This design comes from an exercise in tuning for small area, a short achievable clock period and few clock cycles per item on the open sky130 flow, not from production work.
Only simulation tests tie the RTL to the original design; equivalence was not proved.
Power figures rest on the tool's default switching activity, not on a simulated workload.

==> flow/design.v <==
module fxu (
    input  wire        clk,
    input  wire        rst,           
    input  wire        in_valid,
    output reg         in_ready,
    input  wire [31:0] op_in,
    input  wire [64:0] a_in,
    input  wire [64:0] b_in,
    output reg         out_valid,
    output reg  [7:0]  code_out,      
    output reg  [64:0] r_out,         
    output reg         rs_out,        
    output reg  [6:0]  rw_out         
);
    localparam [7:0] C_OK      = 8'h00;
    localparam [7:0] C_RANGE   = 8'h01;
    localparam [7:0] C_DIVZERO = 8'h02;
    localparam [7:0] C_NEG     = 8'h03;
    localparam [7:0] C_WIDTH   = 8'h04;
    localparam [7:0] C_ILLEGAL = 8'h30;
    localparam [3:0] F_MAKE = 4'd0,  F_TOS = 4'd1,  F_TOU = 4'd2,  F_WIDEN = 4'd3,
                     F_NARROW = 4'd4, F_SHL = 4'd5, F_SHR = 4'd6,  F_ADD = 4'd7,
                     F_SUB = 4'd8,  F_MUL = 4'd9,  F_DIV = 4'd10, F_SQRT = 4'd11;
    localparam [4:0] S_IDLE = 5'd0,  S_EX   = 5'd1,  S_DAL_unused = 5'd2,  S_DIV  = 5'd3,
                     S_SQ   = 5'd4,  S_DN6  = 5'd5,  S_MUL  = 5'd6,  S_DN1  = 5'd7,
                     S_DN2  = 5'd8,  S_DN3  = 5'd9,  S_DN4  = 5'd10, S_DN5  = 5'd11,
                     S_DSU  = 5'd12, S_DQ1  = 5'd13, S_NEGR = 5'd14, S_SN1  = 5'd15,
                     S_SN2  = 5'd16, S_SN3  = 5'd17, S_MSW  = 5'd18,
                     S_ERR  = 5'd19, S_DPR  = 5'd21;
    localparam [1:0] A_HOLD = 2'd0, A_IN = 2'd1, A_T = 2'd2, A_ZERO = 2'd3;
    localparam [2:0] B_HOLD = 3'd0, B_IN = 3'd1, B_SH = 3'd2, B_SRF = 3'd3, B_SHL1 = 3'd4,
                     B_SHL2 = 3'd5, B_SHL3 = 3'd6;
    localparam [2:0] R_HOLD = 3'd0, R_SRF = 3'd1, R_SH = 3'd2, R_T = 3'd3, R_QS = 3'd4,
                     R_MS = 3'd5, R_ZERO = 3'd6;
    reg [4:0]  state;
    reg [31:0] op_r;
    reg [64:0] a_r;
    reg [64:0] b_r;
    reg [6:0]  cnt;
    reg        prev;        
    reg        negq;        
    reg        multi_r;     
    reg [6:0]  weff_r;      
    wire [3:0] unit = op_r[31:28];
    wire [3:0] func = op_r[27:24];
    wire       sa   = op_r[23];
    wire [6:0] wa   = op_r[22:16];
    wire       sb   = op_r[15];
    wire [6:0] wb   = op_r[14:8];
    wire [6:0] n    = op_r[6:0];
    wire accept = in_valid && in_ready && !rst;
    function [64:0] hmask(input [6:0] w);
        integer i;
        begin
            for (i = 0; i < 65; i = i + 1)
                hmask[i] = (i >= w);
        end
    endfunction
    function fitsf(input [64:0] v, input s, input [6:0] w);
        reg [64:0] m;
        begin
            m = hmask(w);
            fitsf = ((v & m) == 65'd0) ||
                    (s && ((v | ~m) == {65{1'b1}}) && ((v & ~m) != 65'd0));
        end
    endfunction
    function [6:0] lzc64(input [63:0] x);
        reg [31:0] v1; reg [31:0] z1;
        reg [15:0] v2; reg [31:0] z2;
        reg [7:0]  v3; reg [23:0] z3;
        reg [3:0]  v4; reg [15:0] z4;
        reg [1:0]  v5; reg [9:0]  z5;
        reg        v6; reg [5:0]  z6;
        integer i;
        begin
            for (i = 0; i < 32; i = i + 1) begin
                v1[i] = x[2*i+1] | x[2*i];
                z1[i] = ~x[2*i+1];
            end
            for (i = 0; i < 16; i = i + 1) begin
                v2[i] = v1[2*i+1] | v1[2*i];
                z2[2*i +: 2] = v1[2*i+1] ? {1'b0, z1[2*i+1]} : {1'b1, z1[2*i]};
            end
            for (i = 0; i < 8; i = i + 1) begin
                v3[i] = v2[2*i+1] | v2[2*i];
                z3[3*i +: 3] = v2[2*i+1] ? {1'b0, z2[2*(2*i+1) +: 2]} : {1'b1, z2[2*(2*i) +: 2]};
            end
            for (i = 0; i < 4; i = i + 1) begin
                v4[i] = v3[2*i+1] | v3[2*i];
                z4[4*i +: 4] = v3[2*i+1] ? {1'b0, z3[3*(2*i+1) +: 3]} : {1'b1, z3[3*(2*i) +: 3]};
            end
            for (i = 0; i < 2; i = i + 1) begin
                v5[i] = v4[2*i+1] | v4[2*i];
                z5[5*i +: 5] = v4[2*i+1] ? {1'b0, z4[4*(2*i+1) +: 4]} : {1'b1, z4[4*(2*i) +: 4]};
            end
            v6 = v5[1] | v5[0];
            z6 = v5[1] ? {1'b0, z5[9:5]} : {1'b1, z5[4:0]};
            lzc64 = v6 ? {1'b0, z6} : 7'd64;
        end
    endfunction
    wire two_op = (func == F_ADD) || (func == F_SUB) || (func == F_MUL) || (func == F_DIV);
    function [9:0] opdec(input [31:0] op);
        reg [3:0] f;
        reg       s_a, s_b, lg, wf, rs;
        reg [6:0] w_a, w_b, nn, wm, wm1, rw;
        reg       agt, w64;
        reg [7:0] an, ab;
        begin
            f = op[27:24]; s_a = op[23]; w_a = op[22:16]; s_b = op[15]; w_b = op[14:8]; nn = op[6:0];
            agt = (w_a > w_b);
            wm  = agt ? w_a : w_b;
            wm1 = agt ? w_a + 7'd1 : w_b + 7'd1;
            w64 = (w_a == 7'd64) || (w_b == 7'd64);       
            an = {1'b0, w_a} + {1'b0, nn};
            ab = {1'b0, w_a} + {1'b0, w_b};
            lg = (op[31:28] == 4'd0) && (f <= F_SQRT) && (w_a >= 7'd1) && (w_a <= 7'd64);
            if ((f == F_ADD || f == F_SUB || f == F_MUL || f == F_DIV) && (w_b < 7'd1 || w_b > 7'd64)) lg = 1'b0;
            case (f)
                F_MAKE:   if (op[15:0] != 16'd0) lg = 1'b0;
                F_TOS:    if (op[15:0] != 16'd0 || s_a) lg = 1'b0;
                F_TOU:    if (op[15:0] != 16'd0 || !s_a) lg = 1'b0;
                F_WIDEN, F_NARROW, F_SHL, F_SHR:
                          if (op[15:7] != 9'd0) lg = 1'b0;
                F_ADD, F_SUB, F_MUL:
                          if (op[7:0] != 8'd0) lg = 1'b0;
                F_DIV:    if (op[7]) lg = 1'b0;
                F_SQRT:   if (op[15:7] != 9'd0 || s_a) lg = 1'b0;
                default:  lg = 1'b0;
            endcase
            wf = 1'b0; rs = s_a; rw = w_a;
            case (f)
                F_TOS:    rs = 1'b1;
                F_TOU:    rs = 1'b0;
                F_WIDEN:  begin rw = nn; wf = (nn < w_a || nn > 7'd64); end
                F_NARROW: begin rw = nn; wf = !(nn >= 7'd1 && nn <= w_a); end
                F_SHL:    begin rw = an[6:0]; wf = an[7] || (an[6] && an[5:0] != 6'd0); end
                F_SHR:    begin rw = w_a - nn; wf = (nn >= w_a); end
                F_ADD:    begin rs = s_a | s_b; rw = wm1; wf = w64; end
                F_SUB:    begin rs = 1'b1; rw = (s_a | s_b) ? wm1 : wm; wf = (s_a | s_b) && w64; end
                F_MUL:    begin rs = s_a | s_b; rw = ab[6:0]; wf = ab[7] || (ab[6] && ab[5:0] != 6'd0); end
                F_DIV:    begin rs = s_a | s_b; rw = nn; wf = (nn == 7'd0 || nn > 7'd64); end
                F_SQRT:   begin rs = 1'b0; rw = nn; wf = (nn == 7'd0 || nn > 7'd64); end
                default:  ;
            endcase
            opdec = {lg, wf, rs, rw};
        end
    endfunction
    reg [9:0] opd_r;
    wire legal = opd_r[9];
    wire wfail = opd_r[8];
    wire a_fits = fitsf(a_r, sa, weff_r);
    wire b_fits = fitsf(b_r, sb, wb);
    wire       b_zero = (b_r == 65'd0);
    wire [6:0] lza = lzc64(a_r[63:0]);
    wire [6:0] lzb = lzc64(b_r[63:0]);
    wire [5:0] sq_k0 = 6'd32 - {1'b0, lza[6:1]};
    wire [5:0] sq_k  = (lza == 7'd64) ? 6'd1 : sq_k0;
    reg  [5:0] sqk_q;       
    reg        sq_first;    
    wire [7:0] dv_d = {1'b0, lzb} - {1'b0, lza};           
    reg  [7:0] dvd_q;                                       
    wire       dv_zero = dvd_q[7];
    wire       dv_cap = !dvd_q[7] && (dvd_q[6:0] > n);
    wire [6:0] dv_m1 = dv_cap ? n : dvd_q[6:0];
    reg [7:0] code_ex;
    wire      rs_ex = opd_r[7];
    wire [6:0] rw_ex = opd_r[6:0];
    always @(*) begin
        if (!legal)                     code_ex = C_ILLEGAL;
        else if (!a_fits)               code_ex = C_RANGE;
        else if (two_op && !b_fits)     code_ex = C_RANGE;
        else if (func == F_TOU && a_r[64]) code_ex = C_NEG;
        else if (wfail)                 code_ex = C_WIDTH;
        else if (func == F_DIV && b_zero) code_ex = C_DIVZERO;
        else                            code_ex = C_OK;
    end
    wire ok_ex = (code_ex == C_OK);
    wire wfail_s = wfail || (func == F_TOU && a_r[64]);
    wire ok_s = legal && a_fits && !(two_op && !b_fits) && !wfail_s;
    wire [3:0] f_in = op_in[27:24];
    wire multi_in = (f_in == F_MUL) || (f_in == F_DIV) || (f_in == F_SQRT) ||
                    (f_in == F_SHR && a_in[64]);
    wire [6:0] n_i  = op_in[6:0];
    wire [6:0] wa_i = op_in[22:16];
    wire [6:0] weff_i = (f_in == F_NARROW && n_i >= 7'd1 && n_i <= wa_i) ? n_i : wa_i;
    reg [1:0] sh_src;      
    reg       sh_dir;      
    reg [5:0] sh_amt;
    reg       add_inv;
    reg       add_dbl;     
    reg       add_nz;      
    reg [64:0] sh_in, sh_x, sh_y, sh_out;
    integer k;
    always @(*) begin
        case (sh_src)
            2'd0:    sh_in = a_r;
            2'd1:    sh_in = b_r;
            default: sh_in = r_out;
        endcase
        for (k = 0; k < 65; k = k + 1)
            sh_x[k] = sh_dir ? sh_in[64-k] : sh_in[k];
        sh_y = sh_x << ((state == S_DPR) ? dv_m1[5:0] : sh_amt);
        for (k = 0; k < 65; k = k + 1)
            sh_out[k] = sh_dir ? sh_y[64-k] : sh_y[k];
    end
    wire [64:0] T     = a_r + (b_r ^ {65{add_inv}}) + {64'd0, add_inv};
    wire        take  = ~T[64];
    reg        sr_en, sr_den, sr_take, sr_odd;
    reg [5:0]  sr_j;
    reg [33:0] dec;
    reg [64:0] srf;
    always @(*) begin
        for (k = 0; k < 34; k = k + 1)
            dec[k] = sr_den && (k < 33) && (sr_j == k);
        for (k = 0; k < 33; k = k + 1)
            srf[2*k] = dec[k] ? sr_take : (dec[k+1] ? 1'b1 : ((k < 32) ? (b_r[2*k+1] & sr_en) : 1'b0));
        for (k = 0; k < 32; k = k + 1)
            srf[2*k+1] = dec[k+1] ? sr_odd : (b_r[2*k+2] & sr_en);
    end
    wire bz_all0 = (r_out[64:1] == 64'd0);
    wire bz_all1 = (r_out[64:1] == {64{1'b1}});
    wire mul_last = bz_all0 | bz_all1;
    wire mul_last_nx = (r_out[64:3] == 62'd0) | (r_out[64:3] == {62{1'b1}});
    wire a_last = (a_r[64:1] == 64'd0) | (a_r[64:1] == {64{1'b1}});
    function [2:0] booth(input b1, input b0, input bp);    
        booth = {~((b1 & b0 & bp) | (~b1 & ~b0 & ~bp)),
                 b1 & ~(b0 & bp),
                 (b1 & ~b0 & ~bp) | (~b1 & b0 & bp)};
    endfunction
    wire bd_nz = add_nz;
    reg [4:0] ns;        
    reg       to_err;    
    wire [4:0] ns_f = to_err ? S_ERR : ns;
    reg       rdy_n;
    reg       fin;
    reg [1:0] a_sel;
    reg [2:0] b_sel, r_sel;
    reg       wr_type;
    reg [7:0] code_n;
    reg       rs_n;
    reg [6:0] rw_n;
    reg       cnt_we;
    reg [6:0] cnt_n;
    reg       negq_we;
    always @(*) begin
        ns = state; to_err = 1'b0; rdy_n = 1'b0; fin = 1'b0;
        a_sel = A_HOLD; b_sel = B_HOLD; r_sel = R_HOLD;
        wr_type = 1'b0; code_n = C_OK; rs_n = 1'b0; rw_n = 7'd0;
        cnt_we = 1'b0; cnt_n = cnt; negq_we = 1'b0;
        sr_en = 1'b1; sr_den = 1'b0; sr_take = 1'b0; sr_odd = 1'b0; sr_j = cnt[5:0];
        case (state)
            S_IDLE: ;
            S_EX: begin
                wr_type = 1'b1;
                code_n  = code_ex;
                rs_n    = (ok_s || multi_r) ? rs_ex : 1'b0;
                rw_n    = (ok_s || multi_r) ? rw_ex : 7'd0;
                if (!multi_r) begin
                    fin = 1'b1; ns = S_IDLE;
                    if (!ok_s) r_sel = R_ZERO;
                    else if (func == F_ADD || func == F_SUB) r_sel = R_T;
                    else if (func == F_SHL || func == F_SHR) r_sel = R_SH;
                    else r_sel = R_SH;      
                end else begin
                    case (func)
                        F_MUL: begin
                            if (wb < wa) begin
                                r_sel = R_SH; ns = S_MSW;
                            end else begin
                                r_sel = R_SH; a_sel = A_ZERO; ns = S_MUL;
                                if (bd_n[0]) b_sel = B_SHL1;
                                rdy_n = a_last;
                            end
                        end
                        F_SQRT: begin
                            b_sel = B_SRF; sr_en = 1'b0; sr_den = 1'b1;
                            sr_j = sq_k; cnt_we = 1'b1; cnt_n = {1'b0, sq_k} - 7'd1;
                            ns = S_SQ; rdy_n = (sq_k == 6'd1);
                        end
                        F_DIV: begin
                            negq_we = 1'b1;
                            if (a_r[64] || b_r[64]) ns = S_DN1;
                            else ns = S_DPR;
                        end
                        default: ns = S_SN1;    
                    endcase
                    if (!ok_ex) to_err = 1'b1;
                end
            end
            S_ERR: begin
                r_sel = R_ZERO; fin = 1'b1; ns = S_IDLE;
                wr_type = 1'b1; code_n = code_out;
                if (code_out == C_OK) begin rs_n = rs_out; rw_n = rw_out; end
            end
            S_DSU: ns = S_DPR;       
            S_DPR: begin
                cnt_we = 1'b1; cnt_n = dv_m1; to_err = dv_zero;
                b_sel = B_SH; r_sel = R_ZERO; ns = S_DIV;
                rdy_n = (dv_m1 == 7'd0) && !negq;
            end
            S_DIV: begin
                a_sel = A_T;            
                b_sel = B_SRF; r_sel = R_QS;
                cnt_we = 1'b1; cnt_n = cnt - 7'd1;
                rdy_n = (cnt == 7'd1) && !negq;
                if (cnt == 7'd0) begin
                    if (negq) ns = S_DQ1;
                    else begin fin = 1'b1; ns = S_IDLE; end
                end
                if (take && cnt >= n) begin
                    wr_type = 1'b1; code_n = C_RANGE;
                    to_err = 1'b1;
                end
            end
            S_DQ1: begin
                b_sel = B_SH; a_sel = A_ZERO; ns = S_NEGR; rdy_n = 1'b1;
            end
            S_NEGR: begin
                r_sel = R_T; fin = 1'b1; ns = S_IDLE;
            end
            S_SQ: begin
                if (sq_first && ({1'b0, sqk_q} > n)) begin
                    wr_type = 1'b1; code_n = C_RANGE; to_err = 1'b1;
                end
                a_sel = A_T;            
                b_sel = B_SRF; sr_den = 1'b1; sr_take = take; sr_odd = ~take;
                cnt_we = 1'b1; cnt_n = cnt - 7'd1;
                rdy_n = (cnt == 7'd1);
                if (cnt == 7'd0) begin
                    r_sel = R_SRF; fin = 1'b1; ns = S_IDLE;
                end
            end
            S_MSW: begin
                b_sel = B_SH; a_sel = A_ZERO; ns = S_MUL;
                rdy_n = mul_last;
            end
            S_MUL: begin
                if (bd_nz) a_sel = A_T;
                case ({bd_n[0], add_dbl})
                    2'b10:   b_sel = B_SHL3;
                    2'b01:   b_sel = B_SHL1;
                    default: b_sel = B_SHL2;
                endcase
                if (mul_last) begin
                    r_sel = bd_nz ? R_T : R_SH; fin = 1'b1; ns = S_IDLE;
                end else begin
                    r_sel = R_MS; rdy_n = mul_last_nx;
                end
            end
            S_DN1: begin r_sel = R_SH; a_sel = A_ZERO; ns = S_DN2; end
            S_DN2: begin a_sel = A_T; ns = S_DN3; end
            S_DN3: begin b_sel = B_SRF; sr_en = 1'b0; ns = S_DN4; end
            S_DN4: begin r_sel = R_T; b_sel = B_SH; a_sel = A_ZERO; ns = S_DN5; end
            S_DN5: begin a_sel = A_T; ns = S_DN6; end
            S_DN6: begin b_sel = B_SH; ns = S_DSU; end
            S_SN1: begin b_sel = B_SH; a_sel = A_ZERO; ns = S_SN2; end
            S_SN2: begin a_sel = A_T; ns = S_SN3; end
            S_SN3: begin
                b_sel = B_SH; a_sel = A_ZERO; ns = S_NEGR; rdy_n = 1'b1;
            end
            default: ns = S_IDLE;
        endcase
        if (ns == S_IDLE) rdy_n = 1'b1;
        if (accept) begin
            ns = S_EX; rdy_n = !multi_in;
            a_sel = A_IN; b_sel = B_IN;
        end
    end
    reg [1:0] src_n;
    reg       dir_n, inv_n, dbl_n, nz_n;
    reg [5:0] amt_n;
    reg [2:0] bd_n;
    always @(*) begin
        src_n = 2'd0; dir_n = 1'b0; amt_n = 6'd0; inv_n = 1'b0; dbl_n = 1'b0; nz_n = 1'b0;
        if (state == S_MUL)      bd_n = booth(r_out[3], r_out[2], r_out[1]);
        else if (state == S_MSW) bd_n = booth(r_out[1], r_out[0], 1'b0);
        else                     bd_n = booth(a_r[1], a_r[0], 1'b0);
        if (accept) begin
            inv_n = (f_in == F_SUB);
            dir_n = (f_in == F_SHR);
            amt_n = (f_in == F_SHL || f_in == F_SHR) ? op_in[5:0] : 6'd0;
            src_n = (f_in == F_MUL && op_in[14:8] < op_in[22:16]) ? 2'd1 : 2'd0;
        end else begin
            case (state)
                S_EX: begin
                    if (func == F_MUL && (wb < wa)) amt_n = {5'd0, booth(b_r[1], b_r[0], 1'b0) & 3'b001};
                    if (func == F_MUL && !(wb < wa)) begin
                        nz_n = bd_n[2]; inv_n = bd_n[1]; dbl_n = bd_n[0];
                    end
                    if (func == F_SQRT) inv_n = 1'b1;
                    if (func == F_DIV && !a_r[64] && !b_r[64]) src_n = 2'd1;
                end
                S_MSW, S_MUL: begin nz_n = bd_n[2]; inv_n = bd_n[1]; dbl_n = bd_n[0]; end
                S_DSU:  src_n = 2'd1;
                S_DPR:  inv_n = 1'b1;
                S_DIV:  begin inv_n = take; if (cnt == 7'd0) src_n = 2'd2; end
                S_SQ:   inv_n = take;
                S_DQ1, S_SN1, S_SN3: inv_n = 1'b1;
                S_DN1:  inv_n = b_r[64];
                S_DN4:  inv_n = r_out[64];
                S_DN3, S_DN5: src_n = 2'd2;
                S_SN2:  begin dir_n = 1'b1; amt_n = n[5:0]; end
                default: ;
            endcase
        end
    end
    always @(posedge clk) begin
        if (rst) begin
            state     <= S_IDLE;
            out_valid <= 1'b0;
            in_ready  <= 1'b1;
        end else begin
            state     <= ns_f;
            out_valid <= fin;
            in_ready  <= rdy_n;
        end
        if (accept) begin
            op_r    <= op_in;
            multi_r <= multi_in;
            weff_r  <= weff_i;
            opd_r   <= opdec(op_in);
        end
        case (a_sel)
            A_IN:    a_r <= a_in;
            A_T:     a_r <= T;
            A_ZERO:  a_r <= 65'd0;
            default: ;
        endcase
        case (b_sel)
            B_IN:    b_r <= b_in;
            B_SH:    b_r <= sh_out;
            B_SRF:   b_r <= srf;
            B_SHL1:  b_r <= {b_r[63:0], 1'b0};
            B_SHL2:  b_r <= {b_r[62:0], 2'b00};
            B_SHL3:  b_r <= {b_r[61:0], 3'b000};
            default: ;
        endcase
        case (r_sel)
            R_SRF:   r_out <= srf;
            R_SH:    r_out <= sh_out;
            R_T:     r_out <= T;
            R_QS:    r_out <= {r_out[63:0], take};
            R_MS:    r_out <= {{2{r_out[64]}}, r_out[64:2]};
            R_ZERO:  r_out <= 65'd0;
            default: ;
        endcase
        if (wr_type) begin
            code_out <= code_n;
            rs_out   <= rs_n;
            rw_out   <= rw_n;
        end
        if (cnt_we)  cnt  <= cnt_n;
        dvd_q <= dv_d;
        sqk_q <= sq_k0;
        sq_first <= (state == S_EX);
        sh_src  <= src_n;
        sh_dir  <= dir_n;
        sh_amt  <= amt_n;
        add_inv <= inv_n;
        add_dbl <= dbl_n;
        add_nz  <= nz_n;
        if (negq_we) negq <= a_r[64] ^ b_r[64];
        if (state == S_EX) prev <= 1'b0;
        else if (state == S_MUL) prev <= r_out[1];
    end
endmodule
==> flow/flow/run.sh <==
#!/bin/bash
# The standard layout, with timing repair aiming well below the 12 ns clock:
# repair_timing keeps going until every path has this much setup slack (or
# gives up), which shortens the achieved period. Ports are buffered with the
# smallest buffer, which repair may upsize. Everything else, including
# synthesis, is the standard flow.
set -euo pipefail
bash standard.sh SETUP_SLACK_MARGIN=8 "BUFFER_PORTS_ARGS=-buffer_cell sky130_fd_sc_hd__buf_1" finish > standard_flow.log 2>&1
==> flow/standard.sh <==
#!/bin/bash
# synth_recipe.tcl (not shown) runs the flow's synth.tcl, then flattens the netlist and writes it again
# the make line also repeats each setting of config.mk as NAME=value (left out here)
make -C /OpenROAD-flow-scripts/flow DESIGN_CONFIG=/design/flow/config.mk WORK_HOME=/design/flow/orfs CLKGATE_MAP_FILE= SYNTH_SCRIPT=/design/flow/synth_recipe.tcl "${@:-finish}"
==> flow/config.mk <==
export PLATFORM = sky130hd
export DESIGN_NAME = fxu
export DESIGN_NICKNAME = fxu
export VERILOG_FILES = /design/flow/design.v
export SDC_FILE = /design/flow/constraint.sdc
export NUM_CORES = 4
export LEC_CHECK = 0
export ABC_CLOCK_PERIOD_IN_PS = 3000
export CAP_MARGIN = 20
export CORE_MARGIN = 2
export CORE_UTILIZATION = 30
export PLACE_DENSITY = 0.45
export SLEW_MARGIN = 20
export TNS_END_PERCENT = 0
==> flow/constraint.sdc <==
create_clock -name core_clock -period 12.0 [get_ports {clk}]
set_input_delay 2.4000 -clock core_clock [delete_from_list [all_inputs] [get_ports {clk}]]
set_output_delay 2.4000 -clock core_clock [all_outputs]
set_load 0.01 [all_outputs]
==> results.txt, run 1 <==
The post-detailed-placement cell area came out at 44,860 um^2. The total overflow left after global routing is 0. By instance count, the leading cell after synthesis is nand2_1. The number of antenna violations at the first check in global routing came out at 45.

The class of the worst hold path is register to register. The relative area change from synthesis to final layout is 23.36%. The count of nets after finishing is 6,023. Detailed placement finished with a half-perimeter wire length of 243,000 um. The share of total power dissipated in combinational logic is 0.798.

The maximum clock frequency came out at 195.0 MHz. In the synthesized netlist the async set-or-reset flop fraction comes to 0. The placeable core area came out at 139,000 um^2. The final critical-path required period came out at 5128 ps. Before antenna repair, the detailed router went through 8 iterations.

The area occupied by multi-input gates is 32,730 um^2. The die is 377.8 um wide. The post-CTS clock slew at the launch and capture registers of the worst setup and hold paths is 60 ps. The number of maximum-capacitance violations came out at 0. The cell sitting at the root of the clock tree is a clkbuf_16. Summing all non-filler instances in the final layout gives an area of 51,700 um^2.

The via count of the first global-routing pass is 49,890. The portion of synthesized area spent on multiplexers is 0.09222. The synthesized-area fraction occupied by xor and xnor cells came out at 0.03156. The proportion of synthesized chip area in sequential cells is 0.2025. The fraction of synthesized cell area taken by the top area cell type came out at 0.1863. In this run, synthesis produced a sequential element count of 294.

Setup violations remaining at the end of the flow were counted as 0. The internal power of the cells is 7346 uW. For this run, the share of the core covered by cells in the final layout is 0.3719. The total negative slack for setup checks came out at 0 ps. The count of final hold-check violations came out at 0. The worst vdd rail ir drop came out at 0.1889 mV. STA classifies the critical path endpoint as a register. The length in cells of the worst reg-to-reg path came out at 13. The number of buffers added on ports is 244. The share of cells above drive strength 1 is 0.2027. The initial standard-cell utilization of the core came out at 0.3015. Synthesis produced 5,445 cells.

The number of synthesis warnings came out at 1. Tracing the worst setup path back leads to its startpoint at b_r[32]$_DFFE_PP_. The area fraction in compound gates after synthesis is 0.3655. The switching component of the power is 12,510 uW. Across the routed clock network, the largest skew measured is 47.08 ps. The floorplan has 137 rows. The max-slew violation count is 0. The largest area contributor in the synthesized netlist is edfxtp_1. For this design, the sink count on the clock tree is 294. Of the total synthesized cell area, the portion taken by full adders, half adders and majority gates is 0.04227. The pin count of the biggest net entering global routing came out at 73.

Registers take 8497 um^2. Sorting the synthesized cells by area gives the leading types as edfxtp_1 (19%), a21oi_1 (5.8%), nand2_1 (4.7%). The maximum fanout along the worst path came out at 12.

Setup repair after global routing could not meet its margin everywhere. TritonCTS built the clock tree. The die covers 142,700 um^2. The congestion estimate from routability-driven global placement came to 1.099.

In the final routed layout, each cell accounts on average for 43.64 um. The largest family of logic cells by synthesized area is compound AO/OA/AOI/OAI gates. The count of H-tree levels built during CTS came out at 2. The endpoint identified for the worst register-to-register timing path is r_out[17]$_DFFE_PP_. The unique cell type count in the Yosys netlist is 126.

The measured slew at the worst slew-check pin came out at 1307 ps. Of the total power, the share spent switching nets is 0.6300. Clock tree synthesis inserted a total of 45 buffers. The DRC violation total after the first TritonRoute iteration came out at 10,340.

In this run the critical register-to-register path is launched from b_r[32]$_DFFE_PP_. The number of buffers between clock root and the deepest sink came out at 3. The fraction of power consumed by the clock network is 0.073.

The power density over cell area is 384.0 nW/um^2. For this run, design rule violations remaining after detail routing come to 0. The commonest cells after synthesis are nand2_1 (524), a21oi_1 (485), nor2_1 (425).

Across every metal layer, demand over resource in global routing totals 0.4493. The remaining antenna violation count came out at 0. The post-synthesis instance area is 41,910 um^2. The headroom to the max-slew limit came out at 0.1208. The smallest hold slack is 516.7 ps. The final period utilization is 0.4274. The run finished with no timing, DRC or antenna violations. The share of total power dissipated in sequential elements is 0.129. The critical path is of the register to register type. The clock reaches the later pin of the worst-skew pair after 670 ps. In this run the static leakage power is 0.01903 uW.

The first-pass GRT wire length is 444,400 um. The die is 377.8 um tall. The arrival time at the worst endpoint came out at 5630 ps. For this run, the leading register cell type out of synthesis is edfxtp_1.

The critical path data required time came out at 12,500 ps. The endpoint of the worst setup timing path is r_out[17]$_DFFE_PP_. The final wirelength came out at 333,900 um. The number of synthesized flops with an enable pin came out at 260.

The number of fill cells in the layout is 14,610. In the routed layout, each cell is associated on average with a via count of 7.215. The kind of start point of the critical path is a register. A synthesized cell averages 7.697 um^2. The count of pins on the block boundary is 248. The overall via count from detail_route came out at 55,210.

The area fraction in and, or, nand and nor cells after synthesis is 0.1947. Across all register-to-register paths, the minimum setup slack is 6870 ps.
registers in the layout, indices dropped and copies added, names as in the netlist, 2 cells and up:
register / count
opd_r: 10
op_r: 27
code_out: 4
b_r: 65
sh_amt: 6
weff_r: 7
rw_out: 7
dvd_q: 8
sh_src: 2
sqk_q: 6
cnt: 7
a_r: 65
r_out: 65
state: 5
final cells by class:
class	instances	area share
timing repair buffer	754	0.1152
sequential	294	0.1643
multi-input combinational	4461	0.6330
tap	1876	0.04540
clock buffer	53	0.02255
inverter	165	0.01217
clock inverter	29	0.006437
antenna	20	0.0009680
timing repair:
item | 4_1_cts | 5_1_grt
resized for setup | 480 | 49
hold buffers | 0 | 0
endpoints found under the setup margin | 496 | 478
setup buffers | 258 | 10
pin swaps | 93 | 24
gates cloned | 21 | 0
cell families after synthesis:
kind of cell | Yosys count
AO/OA/AOI/OAI | 2181
AND/OR/NAND/NOR | 1688
buffers and inverters | 696
multiplexers | 295
flip-flops | 294
XOR/XNOR | 151
adder cells (fa/ha/maj) | 139
other | 1
power groups by stage:
stage	logic, uW	clock network (uW)	registers [uW]
2_1_floorplan	7310	0	2170
4_1_cts	14700	1440	2490
3_5_place_dp	12800	0	2880
5_1_grt	15900	1470	2540
6_report	15800	1440	2570
3_3_place_gp	12900	0	2880
worst min path at each step:
stage / startpoint / to / cells after the start
global placement: op_r[4]$_DFFE_PP_ / sh_amt[4]$_DFF_P_ / 1
CTS: opd_r[0]$_DFFE_PP_ / rw_out[0]$_SDFFCE_PN0P_ / 1
global route: opd_r[5]$_DFFE_PP_ / rw_out[5]$_SDFFCE_PN0P_ / 1
finish: opd_r[0]$_DFFE_PP_ / rw_out[0]$_SDFFCE_PN0P_ / 1
detailed placement: op_r[4]$_DFFE_PP_ / sh_amt[4]$_DFF_P_ / 1
floorplan: op_r[4]$_DFFE_PP_ / sh_amt[4]$_DFF_P_ / 1
cell usage in the layout, fill, tap and decap left out, types with 57 or more instances in the layout:
cell and count:
o21a_1 58, nor2_1 408, buf_4 409, o211ai_1 165
mux4_2 64, o21ai_0 293, xor2_1 93, o22ai_1 59
nor3_1 77, buf_1 235, a21o_1 103, inv_1 150
mux2i_1 131, ha_1 117, a31oi_1 62, a221oi_1 58
nand4_1 82, nand3_1 143, mux2_2 87, a21oi_1 453
edfxtp_1 260, a211oi_1 57, nand2_1 512
metrics by stage:
stage          power (uW)  std cells  setup slack (ps)
3_5_place_dp        15680       7261              5583
5_1_grt             19880       7632              7018
2_1_floorplan        9483       5447              6884
4_1_cts             18650       7622              7263
6_report            19850       7652              6872
3_3_place_gp        15790       7261              5549
per-layer routing:
layer,track usage,vias up,share of wire
met5,0.005146,-,0.0023
met4,0.2831,48,0.081
met3,0.1795,1260,0.15
met2,0.6167,4819,0.39
met1,0.5781,27280,0.38
li1,-,21810,-
critical path, stage by stage, from the launching register on:
cell and delay [ps]:
edfxtp_1 370, buf_12 170, buf_4 390, mux2i_1 220
o21ai_0 680, inv_1 380, a2111oi_2 800, a211oi_1 100
a211oi_1 330, nor2_1 220, o211ai_1 430, a32oi_2 300
a211o_1 360, a31oi_1 180
Testbench counts, summed over its fixed seeds: cycles 31,959, items 4,800.
==> run 2, diff against run 1 <==
--- a/flow/flow/run.sh
+++ b/flow/flow/run.sh
@@ -6,3 +6,3 @@
 # synthesis, is the standard flow.
 set -euo pipefail
-bash standard.sh SETUP_SLACK_MARGIN=8 "BUFFER_PORTS_ARGS=-buffer_cell sky130_fd_sc_hd__buf_1" finish > standard_flow.log 2>&1
+bash standard.sh SETUP_SLACK_MARGIN=9 "BUFFER_PORTS_ARGS=-buffer_cell sky130_fd_sc_hd__buf_1" finish > standard_flow.log 2>&1
==> run 2 against run 1 <==
  * Still clean on timing, DRC and antenna
  * Register-to-register slack hardly changed
  * Clock skew is the same
  * Combinational power about the same
  * Critical path depth stayed put
  * Sequential share of layout area stayed put
==> results.txt, run 2 <==
The largest total area in the synthesized netlist belongs to edfxtp_1. By area, the combinational part of the netlist is dominated by compound AO/OA/AOI/OAI gates. The placeable core area came out at 139,000 um^2. Of the cells placed in the final design, the portion with a size suffix greater than 1 is 0.2027.

The count of final hold-check violations came out at 0. The routed length on met1 is 128,100 um. The fraction of synthesized cell area taken by the top area cell type is 0.1863. The final wirelength came out at 333,900 um. The max-slew violation count is 0. The maximum clock frequency is 195.0 MHz. The final estimated routing congestion in global placement came out at 1.099. Relative to the synthesized area, the layout overhead comes to 23.36%.

Entering global routing, the biggest net connects 73 pins. The remaining design rule violation count came out at 0. In the final layout, the registers with the most flip-flops are a_r x65, b_r x65, r_out x65. The height of the die is 377.8 um. Of the total synthesized cell area, the portion taken by full adders, half adders and majority gates is 0.04227. Hold repair after CTS inserted 0 buffers. The die outline width came out at 377.8 um. The unique cell type count in the Yosys netlist came out at 126. TritonCTS built the clock tree. The maximum fanout along the worst path is 12. The final clock skew is 47.08 ps. The leakage power of the design came out at 0.01903 uW. The average cell area after synthesis is 7.697 um^2.

The run finished with no timing, DRC or antenna violations. The final-report setup violation count came out at 0. Yosys attributes the largest share of cell area to edfxtp_1 (19%), a21oi_1 (5.8%), nand2_1 (4.7%). The number of synthesis warnings came out at 1.

The most common flop cell mapped by yosys is edfxtp_1. The number of fill cells in the layout is 14,610. In the layout the commonest cells are nand2_1 (512), a21oi_1 (453), buf_4 (409), nor2_1 (408), o21ai_0 (293). The total overflow left after global routing is 0. The number of buffers between clock root and the deepest sink is 3.

The number of search-and-repair iterations in the first detailed-routing pass is 8. Counting instances in the post-synthesis netlist gives the leading cell types as nand2_1 (524), a21oi_1 (485), nor2_1 (425). The initial standard-cell utilization of the core is 0.3015. The start point of the worst hold path is opd_r[0]$_DFFE_PP_. The tree is rooted in a clkbuf_16. In the routed layout, each cell is associated on average with a via count of 7.215.

STA classifies the critical path endpoint as a register. The first-pass GRT wire length came out at 444,400 um. The length of routed met3 wiring is 49,110 um. The synthesized-area fraction occupied by xor and xnor cells is 0.03156. The source-to-sink clock delay at the later pin of the worst-skew pair came out at 670 ps.

The number of antenna violations at the first check in global routing was 45. The post-synthesis instance area came out at 41,910 um^2. The area occupied by multi-input gates is 32,730 um^2. The arrival time at the worst endpoint is 5630 ps. Of all flip-flops after synthesis, the portion carrying an async set or reset was 0. The final critical-path required period is 5128 ps. Setup repair after global routing could not meet its margin everywhere. The detailed placement HPWL is 243,000 um.

Hold timing on the final database bottoms out at a slack of 516.7 ps. The startpoint identified for the worst register-to-register timing path is b_r[32]$_DFFE_PP_. For this design the ratio of total power to cell area is 384.0 nW/um^2.

The worst vdd rail ir drop came out at 0.1889 mV. In this run the remaining antenna-violating nets after routing total 0. The count of H-tree levels built during CTS came out at 2. Across all register-to-register paths, the minimum setup slack is 6870 ps. The number of cells produced by synthesis came out at 5,445. The final layout contains 6,023 nets. For the pin with the worst max-slew slack, the measured transition is 1307 ps. The synthesized design contains 260 enable-type register cells.

Registers take 8497 um^2. The final period utilization came out at 0.4274. The cell with the most instances after synthesis is nand2_1. The class of the worst hold path is register to register. The number of buffers added on ports is 244. In the final routed layout, each cell accounts on average for 43.64 um. The count of pins on the block boundary came out at 248. The timing startpoint of the critical path is b_r[32]$_DFFE_PP_. The via count of the first global-routing pass is 49,890. For the final routed database, the setup TNS stands at 0 ps.

Measured against its own limit, the worst slew margin works out to 0.1208. The multiplexer area fraction after synthesis is 0.09222. The number of synthesized register bits is 294.

The overall via count from detail_route came out at 55,210. Of the total synthesized cell area, the portion taken by AND, OR, NAND and NOR gates is 0.1947. The proportion of synthesized chip area in sequential cells came out at 0.2025. Clock-pin slew was measured on the worst setup and hold paths at 60 ps. The clock net sink count came out at 294. The tool flagged a number of max-cap violations equal to 0. The critical path is of the register to register type. The die covers 142,700 um^2.

The detailed router finished its first iteration with 10,340 violations. TritonCTS created 45 clock buffers. The area fraction in compound gates after synthesis came out at 0.3655. The top layer reached by signal wires is met5.

The wire length on met2 came out at 128,800 um. The critical path data required time came out at 12,500 ps. The leading cell type in the layout, fill and taps excluded is nand2_1. The kind of start point of the critical path is a register. The cell row count came out at 137.

The all-layer global routing usage is 0.4493.
run 2: through the flow:
stage	cells	power, uW	setup slack, ps	area, um^2	util
finish	7652	19850	6872	51700	0.3719
global route	7632	19880	7018	51650	0.3716
CTS	7622	18650	7263	51350	0.3694
detailed placement	7261	15680	5583	44860	0.3227
global placement	7261	15790	5549	44850	0.3227
floorplan	5447	9483	6884	41990	-
run 2: final timing paths:
check                            endpoint  cells past startpoint
hold / removal    rw_out[0]$_SDFFCE_PN0P_                      1
setup / recovery      r_out[17]$_DFFE_PP_                     13
hold reg to reg   rw_out[0]$_SDFFCE_PN0P_                      1
setup reg to reg      r_out[17]$_DFFE_PP_                     13
run 2: final cells by class:
type	instances	share of cell area
repair buffers	754	0.1152
multi-input cells	4461	0.6330
clock inverters	29	0.006437
diodes	20	0.0009680
well taps	1876	0.04540
flip-flops and latches	294	0.1643
inverters	165	0.01217
clock buffers	53	0.02255
run 2: worst max-delay path, stage by stage (launching register included):
cell and delay (ps):
edfxtp_1 370, buf_12 170, buf_4 390, mux2i_1 220
o21ai_0 680, inv_1 380, a2111oi_2 800, a211oi_1 100
a211oi_1 330, nor2_1 220, o211ai_1 430, a32oi_2 300
a211o_1 360, a31oi_1 180
run 2: logic make-up (layout without fill, tap and decap cells):
| group | count (synthesis) | count (layout) |
|---|---|---|
| AO/OA/AOI/OAI | 2181 | 2184 |
| buffers and inverters | 696 | 1001 |
| flip-flops | 294 | 294 |
| adder cells (fa/ha/maj) | 139 | 139 |
| other | 1 | 23 |
| AND/OR/NAND/NOR | 1688 | 1689 |
| multiplexers | 295 | 295 |
| XOR/XNOR | 151 | 151 |
run 2: where the power goes:
part,leakage (uW),internal (uW),switching [uW]
sequential,0.00274,1800,771
clock,0.000722,827,617
combinational,0.0156,4720,11100
total,0.0190,7350,12500
run 2: what timing repair did:
action | CTS | global route
gates cloned | 21 | 0
buffers inserted | 258 | 10
resized for setup | 480 | 49
setup endpoints to repair | 591 | 590
endpoints found under the hold margin | 0 | 0
pin swaps | 93 | 24
run 2: routing by layer:
layer | up-vias | GRT usage
li1 | 21810 | -
met1 | 27280 | 0.5781
met2 | 4819 | 0.6167
met3 | 1260 | 0.1795
met4 | 48 | 0.2831
met5 | - | 0.005146

-- afterwards: timing with drivers on the ports --
In the flow no input, the clock included, has a driving cell. The finished layouts below were timed again as built, in two steps.
Step 1, drivers: a clkbuf_16 drives clk and a buf_2 each remaining input, both assumed.
Step 2 also shifts input and output timing later by t, the mid clock arrival at the registers, as if the neighbouring blocks saw the same clock.
Slacks: no drivers / after step 1 / after step 2; pairs: no drivers / after step 1.
| run | shift t [ns] | setup WS [ns] | latest minus earliest clock arrival (ns) |
|---|---|---|---|
| run 1 | 0.728 | 6.872 / 6.872 / 6.570 | 0.047 / 0.047 |
| run 2 | 0.728 | 6.872 / 6.872 / 6.570 | 0.047 / 0.047 |
After both steps setup and hold are still met in every run listed.
